This is an optimization exercise on Yosys and OpenROAD, whose aim is small area, a short achievable clock period and few clock cycles per item, not a production implementation.
The RTL was checked by simulation tests, not by an equivalence proof against the original design.
Power and IR drop assume default switching activity.

==> design/flow/design.v <==
module rtp_depkt (
  input  wire        clk,
  input  wire        rst,
  input  wire        in_valid,
  input  wire [7:0]  in_data,
  input  wire        in_last,
  output wire        in_ready,
  input  wire [11:0] sps_w,
  input  wire [11:0] sps_h,
  output reg         fo_valid,
  output reg  [7:0]  fo_data,
  output reg         fo_last,
  output reg         st_valid,
  output reg  [1:0]  st_hdr,
  output reg  [2:0]  st_kind,
  output reg  [3:0]  st_action,
  output reg         st_marker,
  output reg  [15:0] st_seq,
  output reg  [6:0]  st_payload_len,
  output reg         st_seq_exp_valid,
  output reg  [15:0] st_seq_expected,
  output reg         st_seq_anomaly,
  output reg         st_res_change,
  output reg         st_au_abandoned,
  output reg  [7:0]  st_attempted_len,
  output wire        st_re_state,
  output wire [11:0] st_width,
  output wire [11:0] st_height,
  output wire [31:0] st_anomaly_count
);
  localparam H_ACCEPTED = 2'd0, H_SHORT = 2'd1, H_VERSION = 2'd2, H_PT = 2'd3;
  localparam K_NONE = 3'd0, K_SPS = 3'd1, K_PPS = 3'd2, K_IDR = 3'd3, K_NONIDR = 3'd4,
             K_FUS = 3'd5, K_FUC = 3'd6, K_UNKNOWN = 3'd7;
  localparam A_NONE = 4'd0, A_IGNORED = 4'd1, A_CACHED_SPS = 4'd2, A_CACHED_PPS = 4'd3,
             A_PS_DROPPED = 4'd4, A_AU_STARTED = 4'd5, A_AU_APPENDED = 4'd6,
             A_EMITTED = 4'd7, A_NO_RES = 4'd8, A_ORPHAN = 4'd9, A_AU_OVERFLOW = 4'd10;
  localparam P_SC1 = 3'd0, P_A = 3'd1, P_SC2 = 3'd2, P_B = 3'd3, P_SC3 = 3'd4, P_C = 3'd5;
  reg        hv;             
  reg [7:0]  hd;
  reg        hl;             
  reg [6:0]  hi;             
  reg [6:0]  bi;             
  reg [11:0] cap_w, cap_h;
  reg        v_ok, pt_ok, mb;
  reg [15:0] seq;
  reg [7:0]  p0, p1;
  reg        mode_au, mode_stg;
  reg [7:0]  wptr;           
  reg [7:0]  wofs;           
  reg [7:0]  stg [0:15];
  reg [7:0]  cch [0:23];
  reg [4:0]  sps_len;
  reg [3:0]  pps_len;
  reg        sps_cm, pps_cm;
  reg [11:0] width, height;
  reg        seq_valid;
  reg [15:0] seq_exp;
  reg [31:0] anom_cnt;
  reg [7:0]  au_buf [0:127];
  reg [7:0]  rd;             
  reg [7:0]  au_start;       
  reg [7:0]  au_cnt;         
  reg [7:0]  au_tot;         
  reg [6:0]  au_c;           
  reg        au_pre;
  reg [4:0]  au_spsl;
  reg [3:0]  au_ppsl;
  reg        re_state;
  reg        cp_en;
  reg [7:0]  cp_wptr;
  reg [5:0]  cp_rem;
  reg [4:0]  cp_src;
  reg        qf_pre  [0:3];
  reg [4:0]  qf_spsl [0:3];
  reg [3:0]  qf_ppsl [0:3];
  reg [6:0]  qf_clen [0:3];
  reg [1:0]  q_rp, q_wp;
  reg [2:0]  q_n;
  reg [2:0]  em_ph;
  reg [1:0]  em_sc;
  reg [6:0]  em_rem;
  assign st_re_state      = re_state;
  assign st_width         = width;
  assign st_height        = height;
  assign st_anomaly_count = anom_cnt;
  wire [5:0]  pre      = {1'b0, sps_len} + {2'b0, pps_len};
  wire        cp_done  = (cp_rem == 6'd0);
  wire        acc_hdr  = v_ok & pt_ok;
  wire [4:0]  p0t      = p0[4:0];
  wire        at12     = (hi == 7'd12);
  wire        at13     = (hi == 7'd13);
  wire [4:0]  ht       = hd[4:0];
  wire        is12_idr = at12 & acc_hdr & (ht == 5'd5);
  wire        is12_non = at12 & acc_hdr & (ht == 5'd1);
  wire        is12_ps  = at12 & acc_hdr & ((ht == 5'd7) | (ht == 5'd8));
  wire        is13_fu  = at13 & acc_hdr & (p0t == 5'd28);
  wire        is13_fus = is13_fu & hd[7];
  wire        is13_fui = is13_fus & (ht == 5'd5);
  wire        pay_we   = mode_au & (hi > 7'd12) & (wofs < 8'd125) & ~is13_fu;
  wire        hw_req   = is12_idr | is12_non | is13_fus | pay_we;
  wire [7:0]  hw_addr  = (is12_idr | is13_fui) ? cp_wptr :
                         (is12_non | is13_fus) ? au_start : wptr;
  wire [7:0]  hw_data  = is13_fus ? {p0[7:5], ht} : hd;
  wire [7:0]  hw_dist  = hw_addr - rd;
  wire        hw_space = ~hw_dist[7];
  wire        need_cp  = is12_idr | is13_fui;
  wire        q_full   = q_n[2];
  wire        can_consume = ~(hw_req & ~hw_space) & ~(need_cp & ~cp_done) & ~(hl & q_full);
  wire        consume  = hv & can_consume;
  wire        head_we  = consume & hw_req;
  wire        proc     = consume & hl;
  assign in_ready = ~hv | can_consume;
  wire        fire = in_valid & in_ready;
  wire        cp_kick  = hv & (is12_idr | is13_fui);
  wire [7:0]  cp_dist  = cp_wptr - rd;
  wire        cp_we    = (cp_en | cp_kick) & ~cp_done & ~head_we & ~cp_dist[7] & ~sps_cm & ~pps_cm;
  wire [7:0]  cp_byte  = cch[cp_src];
  wire [3:0]  stg_idx  = hi[3:0] - 4'd12;
  wire [7:0]  p0e      = at12 ? hd : p0;
  wire [7:0]  p1e      = at13 ? hd : p1;
  wire        is_short = (hi < 7'd11);
  wire [1:0]  hdr      = is_short ? H_SHORT : ~v_ok ? H_VERSION : ~pt_ok ? H_PT : H_ACCEPTED;
  wire        accepted = (hdr == H_ACCEPTED);
  wire [6:0]  plen     = hi - 7'd11;
  wire [7:0]  plen8    = {1'b0, plen};
  reg  [2:0]  kind;
  always @(*) begin
    if (!accepted)          kind = K_NONE;
    else if (hi == 7'd11)   kind = K_UNKNOWN;
    else case (p0e[4:0])
      5'd7:  kind = K_SPS;
      5'd8:  kind = K_PPS;
      5'd5:  kind = K_IDR;
      5'd1:  kind = K_NONIDR;
      5'd28: kind = at12 ? K_UNKNOWN : (p1e[7] ? K_FUS : K_FUC);
      default: kind = K_UNKNOWN;
    endcase
  end
  wire        anomaly  = seq_valid & (seq != seq_exp);
  wire        have_res = (width != 12'd0) & (height != 12'd0);
  wire        fus_idr  = (p1e[4:0] == 5'd5);
  wire [7:0]  pre8     = {2'b0, pre};
  wire [7:0]  len_idr  = 8'd9 + pre8 + plen8;
  wire [7:0]  len_non  = 8'd3 + plen8;
  wire [7:0]  len_fus  = (fus_idr ? 8'd6 + pre8 : 8'd0) + 8'd2 + plen8;
  wire [8:0]  len_cont = {1'b0, au_tot} + {1'b0, plen8} - 9'd2;
  wire        em_on    = (q_n != 3'd0);
  wire        m_pre    = qf_pre[q_rp];
  wire [4:0]  m_spsl   = qf_spsl[q_rp];
  wire [3:0]  m_ppsl   = qf_ppsl[q_rp];
  wire [6:0]  m_clen   = qf_clen[q_rp];
  wire        em_data  = (em_ph == P_A) | (em_ph == P_B) | (em_ph == P_C);
  wire        em_pop   = em_on & (em_ph == P_C) & (em_rem == 7'd1);
  reg         q_push;
  reg         qp_pre;
  reg  [4:0]  qp_spsl;
  reg  [3:0]  qp_ppsl;
  reg  [6:0]  qp_clen;
  integer i;
  always @(posedge clk) begin
    st_valid <= 1'b0;
    fo_valid <= 1'b0;
    fo_last  <= 1'b0;
    q_push = 1'b0;
    qp_pre = 1'b0; qp_spsl = 5'd0; qp_ppsl = 4'd0; qp_clen = 7'd0;
    if (rst) begin
      hv        <= 1'b0;
      bi        <= 7'd0;
      mode_au   <= 1'b0;
      mode_stg  <= 1'b0;
      sps_len   <= 5'd0;
      pps_len   <= 4'd0;
      sps_cm    <= 1'b0;
      pps_cm    <= 1'b0;
      width     <= 12'd0;
      height    <= 12'd0;
      seq_valid <= 1'b0;
      anom_cnt  <= 32'd0;
      rd        <= 8'd0;
      au_start  <= 8'd0;
      au_cnt    <= 8'd0;
      au_tot    <= 8'd0;
      au_c      <= 7'd0;
      re_state  <= 1'b0;
      cp_en     <= 1'b1;
      cp_wptr   <= 8'd0;
      cp_rem    <= 6'd0;
      cp_src    <= 5'd16;
      q_rp      <= 2'd0;
      q_wp      <= 2'd0;
      q_n       <= 3'd0;
      em_ph     <= P_SC1;
      em_sc     <= 2'd0;
      em_rem    <= 7'd0;
    end else begin
      if (fire) begin
        bi <= in_last ? 7'd0 : bi + 7'd1;
        if (in_last) begin
          cap_w <= sps_w;
          cap_h <= sps_h;
        end
      end
      if (fire) begin
        hv <= 1'b1;
        hd <= in_data;
        hl <= in_last;
        hi <= bi;
      end else if (consume) begin
        hv <= 1'b0;
      end
      sps_cm <= 1'b0;
      pps_cm <= 1'b0;
      if (sps_cm) for (i = 0; i < 16; i = i + 1) cch[i] <= stg[i];
      if (pps_cm) for (i = 0; i < 8; i = i + 1) cch[16 + i] <= stg[i];
      if (cp_kick) cp_en <= 1'b1;
      if (cp_we) begin
        au_buf[cp_wptr[6:0]] <= cp_byte;
        cp_wptr <= cp_wptr + 8'd1;
        cp_rem  <= cp_rem - 6'd1;
        cp_src  <= (~cp_src[4] && (cp_src + 5'd1 == sps_len)) ? 5'd16 : cp_src + 5'd1;
      end
      if (consume) begin
        case (hi)
          7'd0: begin
            v_ok     <= (hd[7:6] == 2'd2);
            mode_au  <= 1'b0;
            mode_stg <= 1'b0;
          end
          7'd1: begin pt_ok <= (hd[6:0] == 7'd96); mb <= hd[7]; end
          7'd2: seq[15:8] <= hd;
          7'd3: seq[7:0]  <= hd;
          7'd12: p0 <= hd;
          7'd13: p1 <= hd;
          default: ;
        endcase
        if (at12) begin
          mode_stg <= is12_ps;
          mode_au  <= is12_idr | is12_non;
          cp_en    <= cp_en & acc_hdr & ((ht == 5'd5) | (ht == 5'd28));
        end
        if (is13_fu) begin
          cp_en    <= is13_fui;
          if (is13_fus) begin
            mode_au <= 1'b1;
          end else begin
            mode_au <= re_state;
            wptr    <= au_start + au_cnt;
            wofs    <= au_cnt;
          end
        end
        if (mode_stg & (hi < 7'd28)) stg[stg_idx] <= hd;
        if (is12_ps) stg[0] <= hd;
        if (head_we) begin
          au_buf[hw_addr[6:0]] <= hw_data;
          wptr <= hw_addr + 8'd1;
          wofs <= (is12_non | (is13_fus & ~is13_fui)) ? 8'd1 :
                  (is12_idr | is13_fui) ? pre8 + 8'd1 : wofs + 8'd1;
        end else if (mode_au & ~is13_fu & (hi > 7'd12)) begin
          wofs <= wofs + 8'd1;
        end
      end
      if (proc) begin
        st_valid         <= 1'b1;
        st_hdr           <= hdr;
        st_kind          <= kind;
        st_marker        <= accepted & mb;
        st_seq           <= accepted ? seq : 16'd0;
        st_payload_len   <= accepted ? plen : 7'd0;
        st_seq_exp_valid <= accepted & seq_valid;
        st_seq_expected  <= (accepted & seq_valid) ? seq_exp : 16'd0;
        st_seq_anomaly   <= accepted & anomaly;
        st_res_change    <= 1'b0;
        st_au_abandoned  <= 1'b0;
        st_attempted_len <= 8'd0;
        st_action        <= A_NONE;
        if (accepted) begin
          seq_valid <= 1'b1;
          seq_exp   <= seq + 16'd1;
          if (anomaly) anom_cnt <= anom_cnt + 32'd1;
        end
        cp_en   <= ~re_state;
        cp_wptr <= au_start;
        cp_rem  <= pre;
        cp_src  <= (sps_len == 5'd0) ? 5'd16 : 5'd0;
        case (kind)
          K_SPS: begin
            if (plen > 7'd16) begin
              st_action        <= A_PS_DROPPED;
              st_attempted_len <= plen8;
            end else begin
              sps_cm    <= 1'b1;
              sps_len   <= plen[4:0];
              cp_rem    <= {1'b0, plen[4:0]} + {2'b0, pps_len};
              cp_src    <= (plen == 7'd0) ? 5'd16 : 5'd0;
              st_action <= A_CACHED_SPS;
              if (cap_w != 12'd0 && cap_h != 12'd0 && (cap_w != width || cap_h != height)) begin
                width         <= cap_w;
                height        <= cap_h;
                st_res_change <= 1'b1;
              end
            end
          end
          K_PPS: begin
            if (plen > 7'd8) begin
              st_action        <= A_PS_DROPPED;
              st_attempted_len <= plen8;
            end else begin
              pps_cm    <= 1'b1;
              pps_len   <= plen[3:0];
              cp_rem    <= {1'b0, sps_len} + {2'b0, plen[3:0]};
              st_action <= A_CACHED_PPS;
            end
          end
          K_IDR, K_NONIDR: begin
            st_au_abandoned <= re_state;
            re_state        <= 1'b0;
            au_cnt          <= 8'd0;
            cp_en           <= 1'b1;
            if ((kind == K_IDR ? len_idr : len_non) > 8'd128) begin
              st_action        <= A_AU_OVERFLOW;
              st_attempted_len <= (kind == K_IDR) ? len_idr : len_non;
            end else if (!have_res) begin
              st_action <= A_NO_RES;
            end else begin
              st_action <= A_EMITTED;
              q_push    = 1'b1;
              qp_pre    = (kind == K_IDR);
              qp_spsl   = sps_len;
              qp_ppsl   = pps_len;
              qp_clen   = plen;
              au_start  <= au_start + plen8 + ((kind == K_IDR) ? pre8 : 8'd0);
              cp_wptr   <= au_start + plen8 + ((kind == K_IDR) ? pre8 : 8'd0);
            end
          end
          K_FUS: begin
            st_au_abandoned <= re_state;
            if (len_fus > 8'd128) begin
              st_action        <= A_AU_OVERFLOW;
              st_attempted_len <= len_fus;
              re_state         <= 1'b0;
              au_cnt           <= 8'd0;
              cp_en            <= 1'b1;
            end else begin
              st_action <= A_AU_STARTED;
              re_state  <= 1'b1;
              cp_en     <= 1'b0;
              au_tot    <= len_fus;
              au_cnt    <= plen8 - 8'd1 + (fus_idr ? pre8 : 8'd0);
              au_c      <= plen - 7'd1;
              au_pre    <= fus_idr;
              au_spsl   <= sps_len;
              au_ppsl   <= pps_len;
            end
          end
          K_FUC: begin
            if (!re_state) begin
              st_action <= A_ORPHAN;
            end else if (len_cont > 9'd128) begin
              st_action        <= A_AU_OVERFLOW;
              st_attempted_len <= len_cont[7:0];
              re_state         <= 1'b0;
              au_cnt           <= 8'd0;
              cp_en            <= 1'b1;
            end else if (mb && !have_res) begin
              st_action <= A_NO_RES;
              re_state  <= 1'b0;
              au_cnt    <= 8'd0;
              cp_en     <= 1'b1;
            end else if (mb) begin
              st_action <= A_EMITTED;
              re_state  <= 1'b0;
              au_cnt    <= 8'd0;
              cp_en     <= 1'b1;
              q_push    = 1'b1;
              qp_pre    = au_pre;
              qp_spsl   = au_spsl;
              qp_ppsl   = au_ppsl;
              qp_clen   = au_c + plen - 7'd2;
              au_start  <= au_start + au_cnt + plen8 - 8'd2;
              cp_wptr   <= au_start + au_cnt + plen8 - 8'd2;
            end else begin
              st_action <= A_AU_APPENDED;
              au_tot    <= len_cont[7:0];
              au_cnt    <= au_cnt + plen8 - 8'd2;
              au_c      <= au_c + plen - 7'd2;
            end
          end
          K_UNKNOWN: st_action <= A_IGNORED;
          default:   st_action <= A_NONE;
        endcase
      end
      if (em_on) begin
        fo_valid <= 1'b1;
        if (em_data) begin
          fo_data <= au_buf[rd[6:0]];
          rd      <= rd + 8'd1;
          em_rem  <= em_rem - 7'd1;
          if (em_rem == 7'd1) begin
            case (em_ph)
              P_A:     em_ph <= P_SC2;
              P_B:     em_ph <= P_SC3;
              default: begin em_ph <= P_SC1; fo_last <= 1'b1; end
            endcase
          end
        end else begin
          fo_data <= {7'd0, em_sc == 2'd2};
          em_sc   <= em_sc + 2'd1;
          if (em_sc == 2'd2) begin
            em_sc <= 2'd0;
            case (em_ph)
              P_SC1: begin
                if (m_pre) begin
                  if (m_spsl != 5'd0) begin em_ph <= P_A; em_rem <= {2'd0, m_spsl}; end
                  else em_ph <= P_SC2;
                end else begin
                  em_ph <= P_C; em_rem <= m_clen;
                end
              end
              P_SC2: begin
                if (m_ppsl != 4'd0) begin em_ph <= P_B; em_rem <= {3'd0, m_ppsl}; end
                else em_ph <= P_SC3;
              end
              default: begin em_ph <= P_C; em_rem <= m_clen; end
            endcase
          end
        end
      end
      if (q_push) begin
        qf_pre[q_wp]  <= qp_pre;
        qf_spsl[q_wp] <= qp_spsl;
        qf_ppsl[q_wp] <= qp_ppsl;
        qf_clen[q_wp] <= qp_clen;
        q_wp <= q_wp + 2'd1;
      end
      if (em_pop) q_rp <= q_rp + 2'd1;
      q_n <= q_n + {2'd0, q_push} - {2'd0, em_pop};
    end
  end
endmodule
==> design/flow/run.sh <==
#!/bin/bash
# synth_recipe.tcl (not shown) runs the flow's synth.tcl, then flattens the netlist and writes it again
# the make line also repeats each setting of config.mk as NAME=value (left out here)
make -C /OpenROAD-flow-scripts/flow DESIGN_CONFIG=/design/flow/config.mk WORK_HOME=/design/flow/orfs CLKGATE_MAP_FILE= SYNTH_SCRIPT=/design/flow/synth_recipe.tcl finish
==> design/flow/config.mk <==
export PLATFORM = sky130hd
export DESIGN_NAME = rtp_depkt
export DESIGN_NICKNAME = rtp_depkt
export VERILOG_FILES = /design/flow/design.v
export SDC_FILE = /design/flow/constraint.sdc
export NUM_CORES = 4
export LEC_CHECK = 0
export CAP_MARGIN = 20
export CORE_MARGIN = 2
export CORE_UTILIZATION = 40
export PLACE_DENSITY = 0.6
export SLEW_MARGIN = 20
==> design/flow/constraint.sdc <==
create_clock -name core_clock -period 10.0 [get_ports {clk}]
set_input_delay 2.0000 -clock core_clock [delete_from_list [all_inputs] [get_ports {clk}]]
set_output_delay 2.0000 -clock core_clock [all_outputs]
set_load 0.01 [all_outputs]
==> flow_metrics.tcl <==
set metrics [dict create \
    syn-num-nets 4833 \
    yosys_warnings 2 \
    grt_pass1_wl_mm 286 \
    fin_setup_tns_ps 0 \
    gr-total-overflow 0 \
    yosysMostFrequentCell "edfxtp_1" \
    cts_setup_buffers 0 \
    worst_pin_slew_ps 1200 \
    core_area_um2 187000 \
    max_cap_viol_count 0 \
    cts_hold_buf 0 \
    synth_top_area_frac 0.638 \
    synthArstFlopShare 0 \
    relSlewSlack 0.200 \
    dp_hpwl_mm 126 \
    final_area_um2 86100 \
    placed_cells 7159 \
    cellLeakagePower_nw 27.6 \
    max_freq_ghz 0.109 \
    tritoncts "yes" \
    final-setup-viol-count 0 \
    wl_per_cell_um 25.6 \
    outcome "complete, no violations" \
    worstReg2RegEnd "au_buf[17][2]" \
    drc_errors 0 \
    routabilityCongestion 0.897 \
    postCtsResizedCells 0 \
    yosys_most_used_dff "edfxtp_1" \
    finalHoldViolations 0 \
    clkLatencyLatePin_ps 840 \
    drtIter0Drc 4574 \
    synthTopCellsByArea "edfxtp_1 (64%), mux4_2 (11%), dfxtp_1 (4.5%)" \
    num_vias 42300 \
    critPathTopFamily "compound AO/OA/AOI/OAI gates" \
    min_from "stg[15][4]" \
    first_pass_iters 9 \
    first_global_vias 42200 \
    clock_skew_ps 54.2 \
    hold_depth 0 \
    clk_pin_slew_ps 60 \
    fin_crit_sh 0.921 \
    nets 5064 \
    whs_endpoint "cch[15][4]" \
    critical_path.max_stage_delay_ps 670 \
    critPathLaunchType "flop" \
    slew_violations 0 \
    yosys.area.top_type "edfxtp_1" \
    worst-path-max-fanout 24 \
    cp.arrival_ps 7210 \
    worstSetupEndpointType "primary output" \
    critPathKind "flop to primary output" \
    clockRootBuffer "clkbuf_16" \
    crit_buf_inv 2 \
    cp.required_ps 8000 \
    placed_area_um2 80000 \
    die_y_um 437 \
    grt_max_degree 129 \
    period_needed_ps 9210 \
    worst-r2r-setup-slack_ps 2040 \
    antenna_found_initial 0 \
    peakVddDrop_uv 225 \
    grtUsageTotal 0.199 \
    netlist_area_um2 75100 \
    avgSynthCellArea_um2 16.3 \
    rsz0062_at_grt "false" \
    synth_edf_count 1596 \
    clockBufferDepth 3 \
    ant_nets 0 \
    start_util 0.401 \
    dieWidth_um 437 \
    syn_to_final_growth_pct 14.7 \
    h-tree-depth 4 \
    worstReg2RegStart "hi[2]" \
    drt-total-wl_mm 192 \
    ys_seq_area_frac 0.683 \
    power_mw 17.7 \
    io_buffers 165 \
    cellPowerDensity_nw_per_um2 206 \
    placementRows 159 \
    syn_inst 4615 \
    fin_cells 7496 \
    cts_num_sinks 1765 \
    die-area_um2 191000 \
    drive_gt1_frac 0.165 \
    crit_slowest_cell "clkdlybuf4s50_1" \
    synth_seq_cells 1765 \
    hold_path.class "flop to flop" \
    reg2reg_depth 19 \
    via_per_inst 5.64 \
    yosysUniqueCellTypes 97 \
    io_pins 166 \
    path_cells "ha_1 > nor3b_2 > nand2_1 > a211oi_4 > buf_4 > nand2_1 > o21ai_1 > ha_1 > a21oi_1 > a21boi_0 > nor4b_1 > o2111ai_2 > a221oi_4 > mux2_2 > o21ai_0 > clkdlybuf4s50_1" \
    cts_made_buffers 179 \
    ys_top_cells_by_count "edfxtp_1 (1596), nor2_1 (413), mux4_2 (353)" \
]
[kinds of logic after synthesis]
kind of cell	count (synthesis)	share of synthesized area
fa+ha+maj	182	0.0322
xor+xnor	187	0.0218
flops	1765	0.683
compound gates	603	0.0568
other cells	1	0.0000499
simple gates	1060	0.0700
buf+inv	398	0.0207
mux	419	0.115
[routing by layer]
layer	vias to the layer above	GRT usage	share of wire
li1	18600	-	-
met4	0	0.0568	0.026
met5	-	0	0
met2	1504	0.314	0.47
met3	300	0.0335	0.063
met1	21800	0.286	0.44
[placed cells by master, fill, tap and decap left out, drive strengths merged, types with 122 or more instances in the layout]
cell type and count:
xnor2 130, dfxtp 169, inv 191, a21oi 122, nand2 187, clkdlybuf4s50 164, edfxtp 1596, nor2 413
mux4 353, clkbuf 217, ha 163
[stage by stage]
stage                      util  hold slack, ps  worst slack, ps
after floorplan               -             400            -1220
after global placement    0.428             400             1770
after detailed placement  0.428             405             1630
after CTS                 0.460             418              723
after global routing      0.460             425              209
final                     0.460             415              790
[worst max-delay path by stage]
stage	start	to	cells after the start
floorplan	hi[1]	au_buf[0][7]	22
global placement	hi[2]	in_ready	16
detailed placement	hi[2]	in_ready	16
CTS	hi[2]	in_ready	16
global route	hi[2]	in_ready	16
finish	hi[2]	in_ready	16
[power by group]
part / leakage (nW) / internal, mW / switching (mW)
sequential: 16.0 / 8.95 / 0.0563
combinational: 8.71 / 0.379 / 1.51
clock: 2.92 / 3.92 / 2.90
total: 27.6 / 13.2 / 4.47
[cell type report]
class	instances	area [um2]
diodes	3	7.51
clock buffers	216	4690
clock inverters	117	1310
fillers	16000	101000
inverters	187	702
multi-input cells	2452	22500
flip-flops and latches	1765	51300
well taps	2495	3120
repair buffers	261	2480
[registers in the layout, indices dropped and copies added (netlist names), 12 cells and up, named ones only]
register         flops
anom_cnt            32
au_buf            1024
cap_h               12
cap_w               12
cch                192
height              12
qf_clen             28
qf_ppsl             16
qf_spsl             20
seq                 16
seq_exp             16
st_seq              16
st_seq_expected     16
stg                128
width               12
Testbench counts, summed over its fixed seeds: cycles 77,340, datagrams 2,400.

-- afterwards: timing with drivers on the ports --
How much do the figures lean on ideal ports? The routed layout below was timed once more, with nothing changed but the port constraints.
Step 1: set_driving_cell puts a clkbuf_16 on clk and a buf_2 on each other input, an assumption about the parent block.
Step 2 moves the port delays by t, midway between the first and last clock arrival at a register: inputs arrive t later, outputs are due t later. That takes back most of the time a late clock gives input paths.
a / b / c = ideal ports / drivers / drivers and shift; a / b = the first two.
shift t [ns]: 0.896
setup slack, ns: 0.790 / 0.708 / 1.604
worst setup path after step 2: register to output
cell pins on the clock port's net: 1
After both steps this run still meets setup and hold. The setup slack of this run moves by -0.082 ns with the drivers and by +0.814 ns with both steps.
